Background: an optimization exercise with open tools, aiming at a short achievable clock period and few clock cycles per item. Do not read the settings as production practice.
The RTL was checked by simulation tests, not by an equivalence proof against the original design.
Power is estimated from default activity; no workload was simulated.

$ cat run.sh
#!/bin/bash
# synth_recipe.tcl (not shown) runs the flow's synth.tcl, then flattens the netlist and writes it again
# the make line also repeats each setting of config.mk as NAME=value (left out here)
make -C /OpenROAD-flow-scripts/flow DESIGN_CONFIG=/design/flow/config.mk WORK_HOME=/design/flow/orfs CLKGATE_MAP_FILE= SYNTH_SCRIPT=/design/flow/synth_recipe.tcl finish
$ cat config.mk
export PLATFORM = sky130hd
export DESIGN_NAME = kzg_chal
export DESIGN_NICKNAME = kzg_chal
export VERILOG_FILES = /design/flow/design.v
export SDC_FILE = /design/flow/constraint.sdc
export NUM_CORES = 4
export LEC_CHECK = 0
export CAP_MARGIN = 20
export CORE_MARGIN = 2
export CORE_UTILIZATION = 40
export SLEW_MARGIN = 20
$ cat constraint.sdc
create_clock -name core_clock -period 10.0 [get_ports {clk}]
set_input_delay 2.0000 -clock core_clock [delete_from_list [all_inputs] [get_ports {clk}]]
set_output_delay 2.0000 -clock core_clock [all_outputs]
set_load 0.01 [all_outputs]
$ cat design.v
module kzg_chal (
    input  wire         clk,
    input  wire         rst,
    input  wire         in_valid,
    output wire         in_ready,
    input  wire [31:0]  in_data,
    output wire         out_valid,
    input  wire         out_ready,
    output reg          out_err,
    output reg  [11:0]  out_index,
    output reg  [255:0] out_z
);
    localparam [255:0] R_MOD =
        256'h73eda753299d7d483339d80809a1d80553bda402fffe5bfeffffffff00000001;
    localparam [15:0] W_BLOB_FIRST = 16'd8;
    localparam [15:0] W_COM_FIRST  = 16'd32776;
    localparam [15:0] W_PAD_FIRST  = 16'd32788;
    localparam [15:0] W_LAST       = 16'd32799;
    localparam [31:0] LEN_BITS     = 32'd1049216;  
    localparam [2:0] S_LOAD  = 3'd0,
                     S_ROUND = 3'd1,
                     S_ADD   = 3'd2,
                     S_RED1  = 3'd3,
                     S_RED2  = 3'd4,
                     S_OUT   = 3'd5;
    reg  [2:0]  state;
    reg  [15:0] wcnt;        
    reg  [5:0]  rnd;         
    reg  [31:0] w [0:15];    
    reg  [31:0] a, b, c, d, e, f, g, h;
    reg  [31:0] H0, H1, H2, H3, H4, H5, H6, H7;
    reg         last_blk;    
    reg         eq_run;      
    integer     i;
    wire in_data_phase = (wcnt >= W_BLOB_FIRST) && (wcnt < W_PAD_FIRST);
    assign in_ready = (state == S_LOAD) && in_data_phase;
    reg [31:0] prefix_word;
    always @(*) begin
        case (wcnt[2:0])
            3'd0: prefix_word = 32'h4653424c;  
            3'd1: prefix_word = 32'h4f425645;  
            3'd2: prefix_word = 32'h52494659;  
            3'd3: prefix_word = 32'h5f56315f;  
            3'd4: prefix_word = 32'h00000000;
            3'd5: prefix_word = 32'h00000000;
            3'd6: prefix_word = 32'h00000000;
            default: prefix_word = 32'h00001000;  
        endcase
    end
    reg [31:0] pad_word;
    always @(*) begin
        if (wcnt == W_PAD_FIRST)
            pad_word = 32'h80000000;
        else if (wcnt == W_LAST)
            pad_word = LEN_BITS;
        else
            pad_word = 32'h00000000;
    end
    wire [31:0] load_word = (wcnt < W_BLOB_FIRST) ? prefix_word :
                            in_data_phase         ? in_data     : pad_word;
    wire load_go = (state == S_LOAD) && (!in_data_phase || in_valid);
    wire        blob_word = (wcnt >= W_BLOB_FIRST) && (wcnt < W_COM_FIRST);
    wire [11:0] elem_idx  = wcnt[14:3] - 12'd1;
    reg  [31:0] r_word;
    always @(*) begin
        case (wcnt[2:0])
            3'd0: r_word = R_MOD[255:224];
            3'd1: r_word = R_MOD[223:192];
            3'd2: r_word = R_MOD[191:160];
            3'd3: r_word = R_MOD[159:128];
            3'd4: r_word = R_MOD[127:96];
            3'd5: r_word = R_MOD[95:64];
            3'd6: r_word = R_MOD[63:32];
            default: r_word = R_MOD[31:0];
        endcase
    end
    wire eq_before = (wcnt[2:0] == 3'd0) ? 1'b1 : eq_run;
    wire word_gt   = in_data > r_word;
    wire word_eq   = in_data == r_word;
    wire elem_bad  = eq_before && (word_gt || (word_eq && wcnt[2:0] == 3'd7));
    reg [31:0] k_t;
    always @(*) begin
        case (rnd)
            6'd0:  k_t = 32'h428a2f98; 6'd1:  k_t = 32'h71374491;
            6'd2:  k_t = 32'hb5c0fbcf; 6'd3:  k_t = 32'he9b5dba5;
            6'd4:  k_t = 32'h3956c25b; 6'd5:  k_t = 32'h59f111f1;
            6'd6:  k_t = 32'h923f82a4; 6'd7:  k_t = 32'hab1c5ed5;
            6'd8:  k_t = 32'hd807aa98; 6'd9:  k_t = 32'h12835b01;
            6'd10: k_t = 32'h243185be; 6'd11: k_t = 32'h550c7dc3;
            6'd12: k_t = 32'h72be5d74; 6'd13: k_t = 32'h80deb1fe;
            6'd14: k_t = 32'h9bdc06a7; 6'd15: k_t = 32'hc19bf174;
            6'd16: k_t = 32'he49b69c1; 6'd17: k_t = 32'hefbe4786;
            6'd18: k_t = 32'h0fc19dc6; 6'd19: k_t = 32'h240ca1cc;
            6'd20: k_t = 32'h2de92c6f; 6'd21: k_t = 32'h4a7484aa;
            6'd22: k_t = 32'h5cb0a9dc; 6'd23: k_t = 32'h76f988da;
            6'd24: k_t = 32'h983e5152; 6'd25: k_t = 32'ha831c66d;
            6'd26: k_t = 32'hb00327c8; 6'd27: k_t = 32'hbf597fc7;
            6'd28: k_t = 32'hc6e00bf3; 6'd29: k_t = 32'hd5a79147;
            6'd30: k_t = 32'h06ca6351; 6'd31: k_t = 32'h14292967;
            6'd32: k_t = 32'h27b70a85; 6'd33: k_t = 32'h2e1b2138;
            6'd34: k_t = 32'h4d2c6dfc; 6'd35: k_t = 32'h53380d13;
            6'd36: k_t = 32'h650a7354; 6'd37: k_t = 32'h766a0abb;
            6'd38: k_t = 32'h81c2c92e; 6'd39: k_t = 32'h92722c85;
            6'd40: k_t = 32'ha2bfe8a1; 6'd41: k_t = 32'ha81a664b;
            6'd42: k_t = 32'hc24b8b70; 6'd43: k_t = 32'hc76c51a3;
            6'd44: k_t = 32'hd192e819; 6'd45: k_t = 32'hd6990624;
            6'd46: k_t = 32'hf40e3585; 6'd47: k_t = 32'h106aa070;
            6'd48: k_t = 32'h19a4c116; 6'd49: k_t = 32'h1e376c08;
            6'd50: k_t = 32'h2748774c; 6'd51: k_t = 32'h34b0bcb5;
            6'd52: k_t = 32'h391c0cb3; 6'd53: k_t = 32'h4ed8aa4a;
            6'd54: k_t = 32'h5b9cca4f; 6'd55: k_t = 32'h682e6ff3;
            6'd56: k_t = 32'h748f82ee; 6'd57: k_t = 32'h78a5636f;
            6'd58: k_t = 32'h84c87814; 6'd59: k_t = 32'h8cc70208;
            6'd60: k_t = 32'h90befffa; 6'd61: k_t = 32'ha4506ceb;
            6'd62: k_t = 32'hbef9a3f7; default: k_t = 32'hc67178f2;
        endcase
    end
    wire [31:0] bsig0 = {a[1:0], a[31:2]} ^ {a[12:0], a[31:13]} ^ {a[21:0], a[31:22]};
    wire [31:0] bsig1 = {e[5:0], e[31:6]} ^ {e[10:0], e[31:11]} ^ {e[24:0], e[31:25]};
    wire [31:0] ch    = (e & f) ^ (~e & g);
    wire [31:0] maj   = (a & b) ^ (a & c) ^ (b & c);
    wire [31:0] t1    = h + bsig1 + ch + k_t + w[0];
    wire [31:0] t2    = bsig0 + maj;
    wire [31:0] ssig0 = {w[1][6:0], w[1][31:7]} ^ {w[1][17:0], w[1][31:18]} ^ (w[1] >> 3);
    wire [31:0] ssig1 = {w[14][16:0], w[14][31:17]} ^ {w[14][18:0], w[14][31:19]} ^ (w[14] >> 10);
    wire [31:0] w_next = ssig1 + w[9] + ssig0 + w[0];
    wire [255:0] red_in = (state == S_RED1) ? {H0, H1, H2, H3, H4, H5, H6, H7} : out_z;
    wire [256:0] red_diff = {1'b0, red_in} - {1'b0, R_MOD};
    wire [255:0] red_out  = red_diff[256] ? red_in : red_diff[255:0];
    assign out_valid = (state == S_OUT);
    always @(posedge clk) begin
        if (rst) begin
            state     <= S_LOAD;
            wcnt      <= 16'd0;
            rnd       <= 6'd0;
            last_blk  <= 1'b0;
            eq_run    <= 1'b0;
            out_err   <= 1'b0;
            out_index <= 12'd0;
            out_z     <= 256'd0;
            H0 <= 32'h6a09e667; H1 <= 32'hbb67ae85;
            H2 <= 32'h3c6ef372; H3 <= 32'ha54ff53a;
            H4 <= 32'h510e527f; H5 <= 32'h9b05688c;
            H6 <= 32'h1f83d9ab; H7 <= 32'h5be0cd19;
        end else begin
            case (state)
            S_LOAD: begin
                if (load_go) begin
                    for (i = 0; i < 15; i = i + 1)
                        w[i] <= w[i + 1];
                    w[15] <= load_word;
                    wcnt  <= wcnt + 16'd1;
                    if (blob_word) begin
                        eq_run <= eq_before && word_eq;
                        if (elem_bad && !out_err) begin
                            out_err   <= 1'b1;
                            out_index <= elem_idx;
                        end
                    end
                    if (wcnt[3:0] == 4'hf) begin
                        state    <= S_ROUND;
                        rnd      <= 6'd0;
                        last_blk <= (wcnt == W_LAST);
                        a <= H0; b <= H1; c <= H2; d <= H3;
                        e <= H4; f <= H5; g <= H6; h <= H7;
                    end
                end
            end
            S_ROUND: begin
                h <= g;
                g <= f;
                f <= e;
                e <= d + t1;
                d <= c;
                c <= b;
                b <= a;
                a <= t1 + t2;
                for (i = 0; i < 15; i = i + 1)
                    w[i] <= w[i + 1];
                w[15] <= w_next;
                rnd <= rnd + 6'd1;
                if (rnd == 6'd63)
                    state <= S_ADD;
            end
            S_ADD: begin
                H0 <= H0 + a; H1 <= H1 + b; H2 <= H2 + c; H3 <= H3 + d;
                H4 <= H4 + e; H5 <= H5 + f; H6 <= H6 + g; H7 <= H7 + h;
                state <= last_blk ? S_RED1 : S_LOAD;
            end
            S_RED1: begin
                out_z <= red_out;
                state <= S_RED2;
            end
            S_RED2: begin
                out_z <= red_out;
                state <= S_OUT;
            end
            S_OUT: begin
                if (out_ready) begin
                    state   <= S_LOAD;
                    wcnt    <= 16'd0;
                    out_err <= 1'b0;
                    H0 <= 32'h6a09e667; H1 <= 32'hbb67ae85;
                    H2 <= 32'h3c6ef372; H3 <= 32'ha54ff53a;
                    H4 <= 32'h510e527f; H5 <= 32'h9b05688c;
                    H6 <= 32'h1f83d9ab; H7 <= 32'h5be0cd19;
                end
            end
            default: state <= S_LOAD;
            endcase
        end
    end
endmodule
==> impl_metrics.yaml <==
logic_synthesis:
  synth_compound_area_share_pct: 17.15
  synth_nets: 10700
  netlist_instances: 10040
  synth_top_area_share_pct: 25.77
  seq_area_frac_synth_pct: 38.83
  ys_warn_count: 2
  yosys-top-cells-area: "edfxtp_1, dfxtp_1, nand2_1"
  yosys.area.top_type: "edfxtp_1"
  synth-simple-area-share_pct: 17.61
  synthAdderAreaFrac_pct: 10.64
  syn_area_um2: 89500
  yosysUniqueCellTypes: 104
  avgSynthCellArea_um2: 8.917
  synthMuxAreaShare_pct: 1.933
  synth-edff-count: 768
  synthFlopType: "edfxtp_1"
  async_flop_share_pct: 0
  synth-xor-area-share_pct: 9.521
  synth_seq_cells: 1352
  synth_top_family_by_area: "simple AND/OR/NAND/NOR gates"
floorplanning:
  rows: 173
  die_w_um: 477.0
  io_pins: 307
  die-area_um2: 227600
  initial_utilization_pct: 40.26
  fp.coreArea_um2: 222300
  die_h_um: 477.0
placement:
  io_buffers: 306
  dp_hpwl_um: 277100
  place_congestion: 0.9828
  post-place-ws_ns: 1.213
layout:
  nets: 10810
  layout_commonest_cell: "nand2_1"
  layout-drive-gt1-share_pct: 5.627
  final_cell_mix: "nand2_1, nor2_1, edfxtp_1"
  syn_to_final_growth_pct: 13.16
worst_setup_path:
  cp.required_ns: 10.53
  cp_max_fo: 6
  rrSetupSlack_ns: 1.05
  arrival_ns: 9.49
  path_common_cell: "a21o_1"
  endpoint_kind: "flop"
  cpPeakStageDelay_ns: 0.57
  crit_buf_inv: 3
  path_class: "flop to flop"
  critical-path-top-delay-family: "compound AO/OA/AOI/OAI gates"
  crit_path_start_kind: "flop"
  cp_slowest_cell: "edfxtp_1"
clocking:
  clockBufferDepth: 3
  cts_tree: "yes"
  cts_sinks: 1352
  cts_resized: 0
  cts-hold-fix-buffers: 0
  cts.htree.levels: 4
  clk_pin_slew_ns: 0.06
  cts_setup_buffers: 0
  clock_latency_ns: 0.85
  cts_made_buffers: 160
  cts-root-buf: "clkbuf_16"
global_route:
  grt.overflow.total: 0
  grt_util_all_layers_pct: 31.54
  grt_pass1_vias: 76090
  grt_start_max_net_pins: 186
  antenna_found_initial: 22
  grt_pass1_wl_um: 534000
timing:
  fin_crit_sh_pct: 89.52
  finalSetupViolations: 0
  hold_viol_final: 0
  fmax_ghz: 0.1117
  fin_skew_ns: 0.04483
  tns_ns: 0
  worst_pin_slew_ns: 1.241
  timing.final.ws_setup_ns: 1.048
  drv_slew: 0
  fin_crit_ns: 8.952
  rsz0062_at_grt: "false"
  slew_headroom_pct: 17.17
route:
  first_pass_iters: 8
  vias: 79680
  detail-route-antenna-nets: 0
  vias_per_cell: 6.005
  wl_um: 370200
  drtIter0Drc: 9211
  drc_errors: 0
  wl_per_cell_um: 27.90
worst_hold_path:
  hold_path.class: "flop to flop"
job:
  drv_cap: 0
power:
  cellPowerDensity_nw_per_um2: 143.8
  power.total_mw: 14.56
  vdd_ir_drop_max_mv: 0.1402
  power_leakage_nw: 38.20
run_status:
  status: "no timing/DRC/antenna violations"
==> synthesized netlist by cell type (all sizes together) (120+ instances only) <==
| master | count |
|---|---|
| nand2 | 1517 |
| a21oi | 621 |
| nor2 | 871 |
| o22ai | 178 |
| nand3 | 239 |
| fa | 195 |
| buf | 144 |
| nor3 | 206 |
| a21o | 142 |
| dfxtp | 584 |
| inv | 442 |
| clkbuf | 395 |
| xor2 | 346 |
| o21ai | 545 |
| edfxtp | 768 |
| a211oi | 184 |
| ha | 430 |
| xnor2 | 627 |
| mux2i | 120 |
==> flip-flops by register name (all words and copies together), names as in the netlist, 16 cells and up <==
signal and cells:
a 32, H1 32, e 32, wcnt 16, b 32, h 32, H2 32, d 32
w 512, g 32, H0 32, H5 32, c 32, H7 32, f 32, H3 32
H6 32, k_t 32, H4 32, out_z 256
==> layout make-up <==
type	count	area [um^2]
Clock inverter	104	1245
Clock buffer	196	4230
Tap cell	2975	3722
Timing Repair Buffer	492	4634
Inverter	445	1675
Fill cell	21540	121000
Antenna cell	3	7.507
Sequential cell	1352	34750
Multi-Input combinational cell	7701	51010
==> worst reg2reg max path: cells and delay by family (launching register included) <==
kind / cells / cell delay, ns
flops: 1 / 0.57
simple gates: 2 / 0.29
buf+inv: 3 / 0.18
compound gates: 19 / 4.00
xor+xnor: 4 / 0.91
fa+ha+maj: 6 / 2.72
==> stage by stage <==
step / std cells / instance area [um^2] / hold slack (ns) / util (%)
after floorplan: 10040 / 89550 / 0.4003 / -
after global placement: 12960 / 95770 / 0.4002 / 43.08
after detailed placement: 12970 / 95800 / 0.4045 / 43.09
after CTS: 13270 / 101300 / 0.3905 / 45.56
after global routing: 13270 / 101300 / 0.4074 / 45.56
final: 13270 / 101300 / 0.3958 / 45.56
==> final timing paths <==
path                            startpoint  endpoint  cells past startpoint
worst max register to register       e[27]     a[29]                     34
worst max-delay path                 e[27]     a[29]                     34
worst min register to register     w[2][8]   w[1][8]                      0
worst min-delay path               w[2][8]   w[1][8]                      0
==> logic make-up (layout without fill, tap and decap cells) <==
family | Yosys count | after routing
AOI/OAI and AO/OA | 2404 | 2404
xor gates and xnor gates | 973 | 973
adders and majority gates | 649 | 649
buffers and inverters | 984 | 1237
DFF | 1352 | 1352
muxes | 167 | 167
other | 0 | 3
and+or+nand+nor | 3508 | 3508
==> power breakdown <==
part           switching [mW]  internal, mW
Clock                    2.63          3.57
Sequential              0.103          6.02
Combinational            1.38         0.861
Total                    4.11          10.5
==> routing by layer <==
layer / wire length (um) / GRT usage (%) / share of wire (%)
met1: 150000 / 40.17 / 41
met3: 26130 / 4.679 / 7.1
met2: 170700 / 51.27 / 46
met5: 85 / 0 / 0.023
met4: 23270 / 17.48 / 6.3
Testbench counts, summed over its fixed seeds: cycles 1,992,636, items 12.

## what the ideal ports hide
The results above use ideal ports. As a check the final layout listed here was re-extracted and re-timed, cells and wires unchanged. Step 1 sets driving cells, clkbuf_16 on the clock port and buf_2 on the other inputs (assumed; they add their load-dependent delay and slew). Step 2 adds t to the input delays and takes it off the output delays; t is the mean of the earliest and latest rising clock arrival at the registers after step 1. Input paths then give back, and output paths get back, about the clock's delay inside the block. Slacks: ideal ports / drivers / drivers and shift; pairs: ideal ports / drivers.
shift t [ns]: 0.934
slack for setup (ns): 1.048 / 1.048 / 1.048
slew at the worst register clock pin (ns): 0.07 / 0.07
After both steps setup and hold are still met in this run. For this run, drivers alone change the setup slack by 0.000 ns; drivers and shift together by 0.000 ns.
